Source: an optimization exercise on an open RTL-to-GDS flow (aim: small area, a short achievable clock period and few clock cycles). Production flows keep margins and buffers that such runs may drop. In this exercise RTL edits were held to simulation tests only and were not proved equivalent to the original. Power figures rest on the tool's default switching activity, not on a simulated workload.

[flow/run.sh]
#!/bin/bash
# synth_recipe.tcl (not shown) runs the flow's synth.tcl, then flattens the netlist and writes it again
# the make line also repeats each setting of config.mk as NAME=value (left out here)
make -C /OpenROAD-flow-scripts/flow DESIGN_CONFIG=/design/flow/config.mk WORK_HOME=/design/flow/orfs CLKGATE_MAP_FILE= SYNTH_SCRIPT=/design/flow/synth_recipe.tcl finish
[flow/config.mk]
export PLATFORM = sky130hd
export DESIGN_NAME = rsd_block
export DESIGN_NICKNAME = rsd_block
export VERILOG_FILES = /design/flow/design.v
export SDC_FILE = /design/flow/constraint.sdc
export NUM_CORES = 4
export LEC_CHECK = 0
export CAP_MARGIN = 20
export CORE_MARGIN = 2
export CORE_UTILIZATION = 50
export PLACE_DENSITY = 0.7
export SETUP_SLACK_MARGIN = 5
export SLEW_MARGIN = 20
[flow/constraint.sdc]
create_clock -name core_clock -period 10.0 [get_ports {clk}]
set_input_delay 2.0000 -clock core_clock [delete_from_list [all_inputs] [get_ports {clk}]]
set_output_delay 2.0000 -clock core_clock [all_outputs]
set_load 0.01 [all_outputs]
[flow/design.v]
module rsd_block #(
    parameter CAP    = 64,           
    parameter OUTCAP = 32            
) (
    input             clk,
    input             rst,           
    input             req,
    input             we,
    input      [1:0]  sel,
    input      [15:0] addr,
    input      [15:0] wdata,
    output reg        busy,
    output reg        rvalid,
    output reg [15:0] rdata
);
    localparam ERR_OK       = 2'd0;
    localparam ERR_NOSYNC   = 2'd1;
    localparam ERR_OPERAND  = 2'd2;
    localparam ERR_COMMAND  = 2'd3;
    localparam S_IDLE  = 3'd0;
    localparam S_EXP   = 3'd1;
    localparam S_AWAIT = 3'd2;       
    localparam S_MOVE  = 3'd5;       
    localparam S_DEC   = 3'd6;       
    reg [8*64-1:0] raw_q;
    reg [8*64-1:0] bits_q;
    reg [8*32-1:0] out_q;
    reg [1:0]  err;
    reg [15:0] rawlen, bitlen, src, dst, blen;
    reg [5:0]  syncoff;
    reg [2:0]  syncsh;
    reg [2:0]  state;
    reg [6:0]  xp;                   
    reg        xc_ok;                
    reg [21:0] xc0, xc1;             
    reg        xc_last;
    reg        xb_ok;                
    reg [31:0] xb_cc;                
    reg [5:0]  xb_l;                 
    reg        xb_stop;              
    reg [6:0]  acc;                  
    reg [2:0]  nacc;
    reg [6:0]  olen;
    localparam Q_LD0 = 3'd0, Q_LD1 = 3'd1, Q_RUN = 3'd2, Q_FOUND = 3'd3, Q_NONE = 3'd4,
               Q_PRIME0 = 3'd5, Q_PRIME1 = 3'd6;
    reg [2:0]  sq;                   
    reg [5:0]  fo;                   
    reg [2:0]  blk;                  
    reg [2:0]  j;                    
    reg [2:0]  sh;
    reg [127:0] w;                   
    reg [5:0]  mra;                  
    reg [5:0]  mwa;                  
    reg        mfirst;               
    reg [6:0]  mrem;                 
    reg [6:0]  newlen;
    reg        dstsel;
    reg [5:0]  dra1, dra2, dwa;      
    reg [5:0]  drem;                 
    reg [3:0]  dw;                   
    wire host_acc = req && !busy;
    wire idle     = (state == S_IDLE);
    wire host_wr  = host_acc && we;
    wire host_rd  = host_acc && !we;
    function [12:0] pairf(input [3:0] cc);
        reg [1:0] a, b;
        begin
            a = cc[3:2];
            b = cc[1:0];
            if (a == 2'd0)
                pairf = {1'b1, 4'd0, 8'd0};
            else if (b == 2'd0)
                pairf = {1'b1, {2'd0, a} + 4'd1, 8'd1 << (3'd7 - {1'b0, a})};
            else
                pairf = {1'b0, {2'd0, a} + {2'd0, b} + 4'd2,
                         (8'd1 << (3'd7 - {1'b0, a})) | (8'd1 << (3'd6 - {1'b0, a} - {1'b0, b}))};
        end
    endfunction
    function [21:0] chunk(input [7:0] bb);
        reg [12:0] h, l;
        begin
            h = pairf(bb[7:4]);
            l = pairf(bb[3:0]);
            chunk = {h[12] | l[12],
                     {1'b0, h[11:8]} + (h[12] ? 5'd0 : {1'b0, l[11:8]}),
                     {h[7:0], 8'd0} | (h[12] ? 16'd0 : ({l[7:0], 8'd0} >> h[11:8]))};
        end
    endfunction
    reg  [63:0] hrow;                
    reg  [7:0]  hoh;                 
    reg         hhi;                 
    wire [2:0]  raw_row = busy ? (xp[5:3] + 3'd1) : addr[5:3];
    wire [63:0] rawrow  = raw_q[64*raw_row +: 64];
    wire [15:0] xa_w  = hrow[15:0];                              
    reg         xa_v0, xa_v1, xa_last;                           
    wire [6:0]  xp_nx = busy ? xp + 7'd2 : 7'd0;
    wire [21:0] f0 = xc0;
    wire [21:0] f1 = xc1;
    wire        st0 = f0[21];
    wire [31:0] xcc = {f0[15:0], 16'd0} | (st0 ? 32'd0 : ({f1[15:0], 16'd0} >> f0[20:16]));
    wire [5:0]  xl  = {1'b0, f0[20:16]} + (st0 ? 6'd0 : {1'b0, f1[20:16]});
    wire [39:0] ev    = {acc, 33'd0} | ({xb_cc, 8'd0} >> nacc);
    wire [5:0]  et    = {3'd0, nacc} + xb_l;
    wire [2:0]  enb   = et[5:3];
    wire [6:0]  eroom = 7'd64 - olen;
    wire [2:0]  enbe  = ({4'd0, enb} > eroom) ? eroom[2:0] : enb;
    wire [39:0] erest = ev << {enb, 3'b000};
    wire        edone = xb_stop || (olen + {4'd0, enb} >= 7'd64);
    reg  [5:0]  ra1;
    wire [5:0]  ra2 = dra2;
    genvar g, b;
    generate
        for (b = 0; b < 8; b = b + 1) begin : rd_bank
            wire [2:0] row1 = idle ? addr[5:3] : ra1[5:3] + ((b < ra1[2:0]) ? 3'd1 : 3'd0);
            wire [2:0] row2 = ra2[5:3] + ((b < ra2[2:0]) ? 3'd1 : 3'd0);
            wire [7:0] d1 = bits_q[8*(8*row1 + b) +: 8];
            wire [7:0] d2 = bits_q[8*(8*row2 + b) +: 8] & 8'h55;
            wire [2:0] row3 = dra1[5:3] + ((b < dra1[2:0]) ? 3'd1 : 3'd0);
            wire [7:0] d3 = bits_q[8*(8*row3 + b) +: 8] & 8'h55;
        end
    endgenerate
    wire [63:0] blkrd = {rd_bank[0].d1, rd_bank[1].d1, rd_bank[2].d1, rd_bank[3].d1,
                         rd_bank[4].d1, rd_bank[5].d1, rd_bank[6].d1, rd_bank[7].d1};
    wire [71:0]  w72  = w[127:56];
    reg  [7:0]   smatch;
    integer s, q, t;
    always @(*)
        for (s = 0; s < 8; s = s + 1)
            smatch[s] = (w72[70 - s -: 63] == 63'h2AAAAAAA_44894489);
    wire [71:0]  w72b = w[119:48];
    reg  [7:0]   smatch2;
    always @(*)
        for (q = 0; q < 8; q = q + 1)
            smatch2[q] = (w72b[70 - q -: 63] == 63'h2AAAAAAA_44894489);
    reg  [2:0]   sfirst2;
    always @(*) begin
        casez (smatch2)
            8'b???????1: sfirst2 = 3'd0;
            8'b??????10: sfirst2 = 3'd1;
            8'b?????100: sfirst2 = 3'd2;
            8'b????1000: sfirst2 = 3'd3;
            8'b???10000: sfirst2 = 3'd4;
            8'b??100000: sfirst2 = 3'd5;
            8'b?1000000: sfirst2 = 3'd6;
            default:     sfirst2 = 3'd7;
        endcase
    end
    reg  [2:0]   sfirst;
    always @(*) begin
        casez (smatch)
            8'b???????1: sfirst = 3'd0;
            8'b??????10: sfirst = 3'd1;
            8'b?????100: sfirst = 3'd2;
            8'b????1000: sfirst = 3'd3;
            8'b???10000: sfirst = 3'd4;
            8'b??100000: sfirst = 3'd5;
            8'b?1000000: sfirst = 3'd6;
            default:     sfirst = 3'd7;
        endcase
    end
    wire [63:0] mvout = w72[71 - sh -: 64];          
    wire [5:0]  off   = {blk, j};
    wire        mvlast = (mrem <= 7'd8);
    wire        expanding = (state == S_EXP);
    wire [6:0]  slim  = expanding ? olen : bitlen[6:0];
    wire        sbad  = !expanding && (bitlen > 16'd64);
    wire        stest  = ({1'b0, off} + 7'd9 <= slim);
    wire        stest2 = ({1'b0, off} + 7'd10 <= slim);
    function can_load(input [3:0] x);
        can_load = !expanding || (olen >= {x, 3'b000} + 7'd8);
    endfunction
    wire        srun  = (state == S_EXP) || (state == S_AWAIT);
    wire        srestart = (state == S_IDLE && host_wr &&
                            (sel == 2'd2 || (sel == 2'd0 && addr[3:0] == 4'd3) ||
                             (sel == 2'd0 && addr[3:0] == 4'd0 && wdata == 16'h0001))) ||
                           (state == S_DEC && !dstsel) || (state == S_MOVE && mvlast);
    wire [3:0] dn   = ({2'd0, drem} < {2'd0, dw}) ? drem[3:0] : dw;    
    reg  [2:0]  dr1, dr2;
    wire [63:0] dbank;               
    generate
        for (b = 0; b < 8; b = b + 1) begin : dec_bank
            wire [2:0] s1 = b + dr1;
            wire [2:0] s2 = b + dr2;
            reg  [7:0] o, e;
            always @(*) begin
                case (s1)
                    3'd0: o = rd_bank[0].d3; 3'd1: o = rd_bank[1].d3;
                    3'd2: o = rd_bank[2].d3; 3'd3: o = rd_bank[3].d3;
                    3'd4: o = rd_bank[4].d3; 3'd5: o = rd_bank[5].d3;
                    3'd6: o = rd_bank[6].d3; default: o = rd_bank[7].d3;
                endcase
                case (s2)
                    3'd0: e = rd_bank[0].d2; 3'd1: e = rd_bank[1].d2;
                    3'd2: e = rd_bank[2].d2; 3'd3: e = rd_bank[3].d2;
                    3'd4: e = rd_bank[4].d2; 3'd5: e = rd_bank[5].d2;
                    3'd6: e = rd_bank[6].d2; default: e = rd_bank[7].d2;
                endcase
            end
            assign dbank[8*b +: 8] = (o << 1) | e;
        end
    endgenerate
    wire [6:0] dd1 = dst[6:0] - src[6:0];
    wire [6:0] dd2 = dst[6:0] - src[6:0] - blen[6:0];
    wire [3:0] dw1 = (dd1 != 7'd0 && dd1 < 7'd8) ? dd1[3:0] : 4'd8;
    wire [3:0] dw2 = (dd2 != 7'd0 && dd2 < 7'd8) ? dd2[3:0] : 4'd8;
    wire [3:0] dwb = (dw1 < dw2) ? dw1 : dw2;
    wire [17:0] dec_src_end = {2'b0, src} + {1'b0, blen, 1'b0};
    wire [16:0] dec_dst_end = {1'b0, dst} + {1'b0, blen};
    wire        dec_ok_b    = (bitlen <= 16'd64) && (dec_src_end <= {2'b0, bitlen}) &&
                              (dec_dst_end <= {1'b0, bitlen});
    wire        dec_ok_o    = (bitlen <= 16'd64) && (dec_src_end <= {2'b0, bitlen}) &&
                              (dec_dst_end <= 17'd32);
    reg  [5:0]  bwa;                 
    reg  [7:0]  ble;                 
    reg  [63:0] bld;                 
    reg  [4:0]  owa;
    reg  [7:0]  ole;
    always @(*) begin
        case (state)
            S_MOVE: ra1 = mra;
            default:
                case (sq)
                    Q_LD0:   ra1 = 6'd0;
                    Q_LD1:   ra1 = 6'd8;
                    Q_PRIME0: ra1 = {fo[5:3], 3'd0};
                    Q_PRIME1: ra1 = {fo[5:3] + 3'd1, 3'd0};
                    default: ra1 = {blk + 3'd2, 3'd0};
                endcase
        endcase
        bwa = dwa;
        ble = 8'd0;
        bld = 64'd0;
        owa = dwa[4:0];
        ole = 8'd0;
        case (state)
            S_EXP: begin
                bwa = olen[5:0];
                bld = {32'd0, ev[15:8], ev[23:16], ev[31:24], ev[39:32]};
                ble = xb_ok ? ((8'd1 << enbe) - 8'd1) : 8'd0;
            end
            S_MOVE: begin
                bwa = mwa;
                bld = {mvout[7:0], mvout[15:8], mvout[23:16], mvout[31:24],
                       mvout[39:32], mvout[47:40], mvout[55:48], mvout[63:56]};
                for (t = 0; t < 8; t = t + 1)
                    ble[t] = (mrem > t) && (!mfirst || t >= fo[2:0]);
            end
            S_DEC: begin
                ble = dstsel ? 8'd0 : ((9'd1 << dn) - 9'd1);
                ole = dstsel ? ((9'd1 << dn) - 9'd1) : 8'd0;
            end
            default: ;
        endcase
    end
    wire dec     = (state == S_DEC);
    wire host_bw = host_wr && sel == 2'd2;
    wire host_ow = host_wr && sel == 2'd3;
    generate
        for (b = 0; b < 8; b = b + 1) begin : wr_bank
            wire [2:0] ln   = b - bwa[2:0];
            wire [2:0] row  = bwa[5:3] + ((b < bwa[2:0]) ? 3'd1 : 3'd0);
            wire       en   = ble[ln];
            wire [7:0] d    = dec ? dbank[8*b +: 8] : bld[8*ln +: 8];
            wire [2:0] oln  = b - owa[2:0];
            wire [1:0] orow = owa[4:3] + ((b < owa[2:0]) ? 2'd1 : 2'd0);
            wire       oen  = ole[oln];
            wire [7:0] od   = dbank[8*b +: 8];
            for (g = 0; g < 8; g = g + 1) begin : row_b
                always @(posedge clk)
                    if (idle ? (host_bw && addr[5:0] == 8*g + b) : (en && row == g))
                        bits_q[8*(8*g + b) +: 8] <= idle ? wdata[7:0] : d;
            end
            for (g = 0; g < 4; g = g + 1) begin : row_o
                always @(posedge clk)
                    if (idle ? (host_ow && addr[4:0] == 8*g + b) : (oen && orow == g))
                        out_q[8*(8*g + b) +: 8] <= idle ? wdata[7:0] : od;
            end
        end
        for (g = 0; g < 64; g = g + 1) begin : raw_wr
            always @(posedge clk)
                if (host_wr && sel == 2'd1 && addr[5:0] == g)
                    raw_q[8*g +: 8] <= wdata[7:0];
        end
    endgenerate
    reg [15:0] reg_rd;
    always @(*) begin
        case (addr[3:0])
            4'd1:    reg_rd = {14'd0, err};
            4'd2:    reg_rd = rawlen;
            4'd3:    reg_rd = bitlen;
            4'd4:    reg_rd = {10'd0, syncoff};
            4'd5:    reg_rd = {13'd0, syncsh};
            4'd6:    reg_rd = src;
            4'd7:    reg_rd = dst;
            4'd8:    reg_rd = blen;
            default: reg_rd = 16'd0;
        endcase
    end
    wire [63:0] bitsrow = {rd_bank[7].d1, rd_bank[6].d1, rd_bank[5].d1, rd_bank[4].d1,
                           rd_bank[3].d1, rd_bank[2].d1, rd_bank[1].d1, rd_bank[0].d1};
    wire [63:0] outrow  = out_q[64*addr[4:3] +: 64];
    always @(posedge clk) begin
        if (rst)
            rvalid <= 1'b0;
        else
            rvalid <= host_rd;
        if (idle) begin
            hoh  <= (sel == 2'd0) ? 8'd1 : (8'd1 << addr[2:0]);
            hhi  <= (sel == 2'd0);
            case (sel)
                2'd2:    hrow <= bitsrow;
                2'd3:    hrow <= outrow;
                2'd1:    hrow <= rawrow;
                default: hrow <= we ? rawrow : {48'd0, reg_rd};
            endcase
        end else if (state == S_EXP) begin
            hrow <= (xp[2:1] == 2'd3) ? rawrow : {16'd0, hrow[63:16]};
        end
    end
    always @(*) begin
        rdata[15:8] = hhi ? hrow[15:8] : 8'd0;
        rdata[7:0]  = 8'd0;
        for (q = 0; q < 8; q = q + 1)
            rdata[7:0] = rdata[7:0] | (hrow[8*q +: 8] & {8{hoh[q]}});
    end
    always @(posedge clk) begin
        xp      <= xp_nx;
        xa_v0   <= ({1'b0, xp_nx} < rawlen[7:0]);
        xa_v1   <= ({1'b0, xp_nx} + 8'd1 < rawlen[7:0]);
        xa_last <= ({1'b0, xp_nx} + 8'd2 >= rawlen[7:0]);
        xc0     <= chunk(xa_v0 ? xa_w[7:0]  : 8'd0);
        xc1     <= chunk(xa_v1 ? xa_w[15:8] : 8'd0);
        xc_last <= xa_last;
        xc_ok   <= (state == S_EXP);
        xb_cc   <= xcc;
        xb_l    <= xl;
        xb_stop <= st0 || f1[21] || xc_last;
        xb_ok   <= xc_ok && (state == S_EXP);
    end
    always @(posedge clk) begin
        if (rst) begin
            state   <= S_IDLE;
            busy    <= 1'b0;
            err     <= ERR_OK;
            rawlen  <= 16'd0;
            bitlen  <= 16'd0;
            syncoff <= 6'd0;
            syncsh  <= 3'd0;
            src     <= 16'd0;
            dst     <= 16'd0;
            blen    <= 16'd0;
        end else begin
            case (state)
            S_IDLE: begin
                if (host_wr && sel == 2'd0) begin
                    case (addr[3:0])
                    4'd0: begin
                        case (wdata)
                        16'h0001: begin                          
                            if (rawlen > 16'd64) begin
                                err <= ERR_OPERAND;
                            end else begin
                                acc   <= 7'd0;
                                nacc  <= 3'd0;
                                olen  <= 7'd0;
                                state <= S_EXP;
                                busy  <= 1'b1;
                            end
                        end
                        16'h0002: begin                          
                            if (bitlen > 16'd64) begin
                                err <= ERR_OPERAND;
                            end else if (bitlen < 16'd9) begin
                                err <= ERR_NOSYNC;
                            end else if (sq == Q_NONE) begin
                                err <= ERR_NOSYNC;
                            end else begin
                                mfirst <= 1'b1;
                                mra    <= {fo[5:3] + 3'd2, 3'd0};
                                mwa    <= 6'd0 - {3'd0, fo[2:0]};
                                newlen <= bitlen[6:0] - {1'b0, fo} - ((sh != 3'd0) ? 7'd1 : 7'd0);
                                mrem   <= bitlen[6:0] - {1'b0, fo[5:3], 3'd0} - ((sh != 3'd0) ? 7'd1 : 7'd0);
                                state  <= (sq == Q_FOUND) ? S_MOVE : S_AWAIT;
                                busy   <= 1'b1;
                            end
                        end
                        16'h0003, 16'h0007: begin                
                            if (wdata[2] ? !dec_ok_o : !dec_ok_b) begin
                                err <= ERR_OPERAND;
                            end else if (blen == 16'd0) begin
                                err <= ERR_OK;
                            end else begin
                                dstsel <= wdata[2];
                                dra1   <= src[5:0];
                                dr1    <= src[2:0] - dst[2:0];
                                dr2    <= src[2:0] + blen[2:0] - dst[2:0];
                                dra2   <= src[5:0] + blen[5:0];
                                dwa    <= dst[5:0];
                                drem   <= blen[5:0];
                                dw     <= wdata[2] ? 4'd8 : dwb;
                                state  <= S_DEC;
                                busy   <= 1'b1;
                            end
                        end
                        default: err <= ERR_COMMAND;
                        endcase
                    end
                    4'd2: rawlen <= wdata;
                    4'd3: bitlen <= wdata;
                    4'd6: src    <= wdata;
                    4'd7: dst    <= wdata;
                    4'd8: blen   <= wdata;
                    default: ;
                    endcase
                end
            end
            S_EXP: begin
                if (xb_ok) begin
                    olen <= olen + {4'd0, enbe};
                    acc  <= erest[39:33];
                    nacc <= et[2:0];
                    if (edone) begin
                        bitlen <= {9'd0, olen + {4'd0, enbe}};
                        err    <= ERR_OK;
                        state  <= S_IDLE;
                        busy   <= 1'b0;
                    end
                end
            end
            S_AWAIT: begin
                newlen <= bitlen[6:0] - {1'b0, fo} - ((sh != 3'd0) ? 7'd1 : 7'd0);
                mrem   <= bitlen[6:0] - {1'b0, fo[5:3], 3'd0} - ((sh != 3'd0) ? 7'd1 : 7'd0);
                mra    <= {fo[5:3] + 3'd2, 3'd0};
                mwa    <= 6'd0 - {3'd0, fo[2:0]};
                mfirst <= 1'b1;
                if (sq == Q_FOUND) begin
                    state <= S_MOVE;
                end else if (sq == Q_NONE) begin
                    err   <= ERR_NOSYNC;
                    state <= S_IDLE;
                    busy  <= 1'b0;
                end
            end
            S_MOVE: begin
                mfirst <= 1'b0;
                mwa  <= mwa + 6'd8;
                mra  <= mra + 6'd8;
                mrem <= mrem - 7'd8;
                if (mvlast) begin
                    bitlen  <= {9'd0, newlen};
                    syncoff <= fo;
                    syncsh  <= sh;
                    err     <= ERR_OK;
                    state   <= S_IDLE;
                    busy    <= 1'b0;
                end
            end
            S_DEC: begin
                dra1 <= dra1 + {2'd0, dn};
                dra2 <= dra2 + {2'd0, dn};
                dwa  <= dwa + {2'd0, dn};
                drem <= drem - {2'd0, dn};
                if ({2'd0, drem} <= {2'd0, dw}) begin
                    err   <= ERR_OK;
                    state <= S_IDLE;
                    busy  <= 1'b0;
                end
            end
            default: begin
                state <= S_IDLE;
                busy  <= 1'b0;
            end
            endcase
        end
    end
    always @(posedge clk) begin
        if (rst || srestart) begin
            sq  <= Q_LD0;
            blk <= 3'd0;
            j   <= 3'd0;
        end else if (state == S_MOVE) begin
            w   <= {w[63:0], blkrd};
        end else if (srun) begin
            case (sq)
            Q_LD0: begin
                if (sbad)
                    sq <= Q_NONE;
                else if (can_load(4'd0)) begin
                    w[127:64] <= blkrd;
                    sq <= Q_LD1;
                end
            end
            Q_LD1: begin
                if (can_load(4'd1)) begin
                    w[63:0] <= blkrd;
                    sq <= Q_RUN;
                end
            end
            Q_RUN: begin
                if (!stest) begin
                    if (!expanding)
                        sq <= Q_NONE;
                end else if (smatch != 8'd0) begin
                    sh <= sfirst;
                    fo <= off;
                    sq <= Q_PRIME0;
                end else if (!stest2) begin
                    if (!expanding)
                        sq <= Q_NONE;
                end else if (smatch2 != 8'd0) begin
                    sh <= sfirst2;
                    fo <= {blk, j[2:1], 1'b1};
                    sq <= Q_PRIME0;
                end else if (j[2:1] != 2'd3) begin
                    j <= j + 3'd2;
                    w <= {w[111:0], 16'd0};
                end else if (can_load({1'b0, blk} + 4'd2)) begin
                    j   <= 3'd0;
                    blk <= blk + 3'd1;
                    w   <= {w[111:48], blkrd};
                end
            end
            Q_PRIME0: begin
                w[127:64] <= blkrd;
                sq <= Q_PRIME1;
            end
            Q_PRIME1: begin
                w[63:0] <= blkrd;
                sq <= Q_FOUND;
            end
            default: ;
            endcase
        end
    end
endmodule
==> run notes <==
report_power, final:
group	switching [mW]	leakage [nW]	internal, mW	total [mW]
sequential	0.0771	15.9	8.06	8.14
combinational	0.698	21.0	0.289	0.986
clock	3.15	3.03	4.04	7.19
total	3.92	39.9	12.4	16.3
path summary, 6_finish.rpt:
check | to | slack (ns) | depth (start not counted)
min reg2reg | xc_last | 0.32 | 0
min | xc_last | 0.32 | 0
max reg2reg | hrow[43] | 4.88 | 10
max | hrow[43] | 4.88 | 10
worst reg2reg max path, cell delays in order (launching register included):
cell and delay (ns):
dfxtp_1 0.67, inv_1 0.25, nor2_1 0.36, nor2_1 0.10, o211ai_1 0.54, o221a_4 0.70
nor3_2 0.11, buf_4 0.30, buf_4 0.35, a22oi_1 1.00, nand3_1 0.40
layer usage:
metal | vias up | global-route usage, % | wire (um)
li1 | 33986 | - | -
met5 | - | 0.712 | 529
met1 | 40003 | 49.2 | 145000
met4 | 24 | 26.5 | 34400
met3 | 1245 | 12.5 | 54600
met2 | 6022 | 55.5 | 173000
repair_timing:
action                                   CTS  global route
hold buffers                               0             0
buffers inserted                          86            40
pin swaps                                 58            44
gates cloned                               8             5
endpoints found under the setup margin  1614          1243
gates resized for setup                  195           119
layout make-up:
cell class,count,area [sq um],area share [%]
clock buffers,231,4930,4.26
flip-flops and latches,1766,51000,44.2
well taps,2672,3340,2.89
repair buffers,387,4010,3.47
inverters,236,911,0.788
diodes,24,60.1,0.0520
clock inverters,117,1430,1.24
multi-input cells,6241,49800,43.1
sequential cells by signal, indices dropped and copies added, names as in the netlist, 22 cells and up:
register and cells:
xc1 22, raw_q 512, xc0 22, xb_cc 32, bits_q 512, w 128
hrow 64, out_q 256
layout by cell type (no fill, tap or decap), types with 62 or more instances in the layout:
cell and count:
edfxtp_1 1566, nand2_1 1012, nor2_1 752, a21oi_1 496, mux2i_1 474, mux4_2 422, o21ai_0 330, ha_1 298
buf_4 257, inv_1 215, mux2_2 194, dfxtp_1 194, clkbuf_16 191, nand3_1 180, nor3_1 175, a22oi_1 115
a31oi_1 105, o211ai_1 92, xnor2_1 83, and3_1 81, xor2_1 71, nor2b_1 70, a21o_1 65, buf_12 62
kinds of logic after synthesis:
kind of cell / count (synthesis) / share of synthesized area, %
adders and majority gates: 338 / 4.34
DFF: 1766 / 50.2
xor gates and xnor gates: 155 / 1.34
and+or+nand+nor: 2719 / 12.2
buffers and inverters: 846 / 3.17
AOI/OAI and AO/OA: 1904 / 12.3
muxes: 1119 / 16.5
stage by stage:
| stage | instances | util [%] | power [mW] | setup WS [ns] |
|---|---|---|---|---|
| after floorplan | 8847 | - | 8.71 | 4.64 |
| after global placement | 11156 | 52.3 | 9.18 | 2.95 |
| after detailed placement | 11158 | 52.3 | 9.20 | 2.81 |
| after CTS | 11600 | 56.6 | 16.3 | 5.00 |
| after global routing | 11654 | 57.1 | 16.6 | 4.95 |
| final | 11674 | 57.2 | 16.3 | 4.88 |
==> run notes <==
- The flow ran to the end and the layout has no timing, DRC or antenna violations.
- The number of CTS-inserted buffers is between 150 and 200.
- The type of the worst setup path is reg2reg.
- The pre-antenna-repair detailed-routing pass consisted of 9 iterations.
- The area of the mapped netlist is between 0.1 and 0.15 sq mm.
- In this run, synthesis produced a sequential element count of roughly 1800.
- The maximum clock insertion buffer count is 3.
- The tree built by TritonCTS fans out to between 1500 and 2000 sinks.
- After floorplanning, the core was divided into 165 placement rows.
- The cell taking the most area after synthesis is edfxtp_1.
- The startpoint identified for the worst register-to-register timing path is sq[1].
- The hold violation count in the final report is 0.
- The total congestion overflow is 0.
- The number of library cell types mapped by synthesis is 96.
- The final HPWL from detailed placement is between 200000 and 300000 um.
- The max-slew violation count is 0.
- After detailed placement, the total cell area comes to 0.106 sq mm.
- The initial standard-cell utilization of the core is 50.3%.
- Of all flip-flops after synthesis, the portion carrying an async set or reset was 0%.
- The die is ~450 um wide.
- The synthesis warning total is 3.
- The required time at the endpoint of the critical path is between 10 and 15 ns.
- The share of Yosys cell area claimed by the top area cell type is 46.3%.
- The core region is 0.202 sq mm.
- The share of the cycle needed by the critical path after routing is 51.2%.
- In this run the number of H-tree levels came out at 4.
- The number of global-route vias before repair is roughly 76000.
- The layout net count is slightly above 9000.
- The cell chosen for the clock root is clkbuf_16.
- The data arrival time of the critical path is approximately 5.6 ns.
- After detailed routing, the total wire length is roughly 410000 um.
- The design area is 0.116 sq mm.
- The largest delay contributor family on the critical path is compound AO/OA/AOI/OAI gates.
- Derived from the worst setup path, the maximum achievable clock frequency is ~200 MHz.
- Setup repair after global routing could not meet its margin everywhere.
- The number of buffers and inverters on the critical path is 3.
- The count of buffers inserted at the top-level ports is 45.
- The number of antenna violations at the first check in global routing is 41.
- In this run the worst setup path begins at sq[1].
- The average instance area after synthesis is ~11 sq um.
- Counting instances in the post-synthesis netlist gives the leading cell types as 1566 x edfxtp_1, 1017 x nand2_1, 767 x nor2_1.
- The startpoint type of the worst setup path is a flop.
- The transition time at the pin with the least slew margin is between 1 and 1.5 ns.
- At the end of routability-driven placement, the weighted congestion stood at approximately 1.1.
- The later pin in the worst-skew pair is clocked with a latency of 0.90 ns.
- For this run, design rule violations remaining after detail routing come to 0.
- Measured against its own limit, the worst slew margin works out to 6.07%.
- The first routing iteration left roughly 14000 violations.
- In the final timing run, aggregate negative setup slack is 0 ns.
- The via count is between 80000 and 90000.
- The worst hold path belongs to the class reg2reg.
- The worst-case clock skew is slightly above 0.1 ns.
- The TritonCTS clock tree is yes.
- The most common flop cell mapped by yosys is edfxtp_1.
- Setup violations remaining at the end of the flow were counted as 0.
- For this run, the slowest stage of the critical path takes between 0.9 and 1 ns.
- The die span in y is 455 um.
- The signed area change from the synthesized netlist to the final layout is 13.7%.
- The number of nets produced by synthesis is just over 9000.
- The nature of the critical path endpoint is a flop.
- Among all cell types in the netlist, the one instantiated most often is edfxtp_1.
- IR analysis of the VDD net gives a maximum drop of ~0.00020 V.
- In this run the count of I/O pins placed on the die edge is between 50 and 60.
- For this run, the register share of the synthesized area comes to ~50%.
- Power spread over the standard cell area amounts to ~140 mW/mm^2.
- The die covers around 0.21 sq mm.
- The critical-path maximum fanout is 27.
- Yosys attributes the largest share of cell area to edfxtp_1 46%, mux4_2 9.4%, mux2i_1 4.9%, dfxtp_1 3.9%, ha_1 3.9%.
- The startpoint identified for the worst hold timing path is xa_last.
- The total leakage power is 39.9 nW.
- Entering global routing, the biggest net connects ~130 pins.
- Dividing the detail-routed via count by the number of cells gives 6.96.
- The average wire length per cell after detail routing is 34.9 um.
- Once detail routing completed, the nets flagged for antenna violations numbered 0.
- The overall fraction of global-route tracks in use is slightly below 40%.
- The number of flops mapped to enable cells by yosys is around 1600.
- The cell with the biggest individual delay on the critical path is a22oi_1.
- After clock tree synthesis, the clock-pin slew on the worst setup and hold paths is 0.06 ns.
- The minimum hold slack is approximately 0.32 ns.
- The wire length of the first global-routing pass is ~570000 um.
- The layout has 16155 filler cells.
- The signal on the critical path passes through inv_1, nor2_1, nor2_1, o211ai_1, o221a_4, nor3_2, buf_4, buf_4, a22oi_1, nand3_1.
- The tool flagged a number of max-cap violations equal to 0.
- In the synthesized netlist, the number of instances is approximately 8800.
- The smallest clock period supported by the final layout is computed as ~5.1 ns.
- The proportion of layout cells with a drive suffix above 1 is ~18%.
Testbench counts, summed over its fixed seeds: cycles 6,054.

-- static timing again, ports no longer ideal --
The results above use ideal ports. As a check the final layout listed here was re-extracted and re-timed, cells and wires unchanged.
Step 1 assumes that a clkbuf_16 drives the clock port and a buf_2 every other input.
Step 2, shift: input delay + t, output delay - t, t = (earliest + latest rising clock arrival at the registers) / 2. This alone moves slack from input paths to output paths.
Slacks: ideal ports / drivers / drivers and shift; pairs: ideal ports / drivers.
shift t [ns]: 0.949
setup WS [ns]: 4.881 / 4.881 / 4.109
latest minus earliest clock arrival (ns): 0.105 / 0.106
slew at the worst register clock pin (ns): 0.08 / 0.08
pins driven straight from the clock port: 1
After both steps setup and hold are still met in this run. The setup slack of this run moves by 0.000 ns with the drivers and by -0.772 ns with both steps.
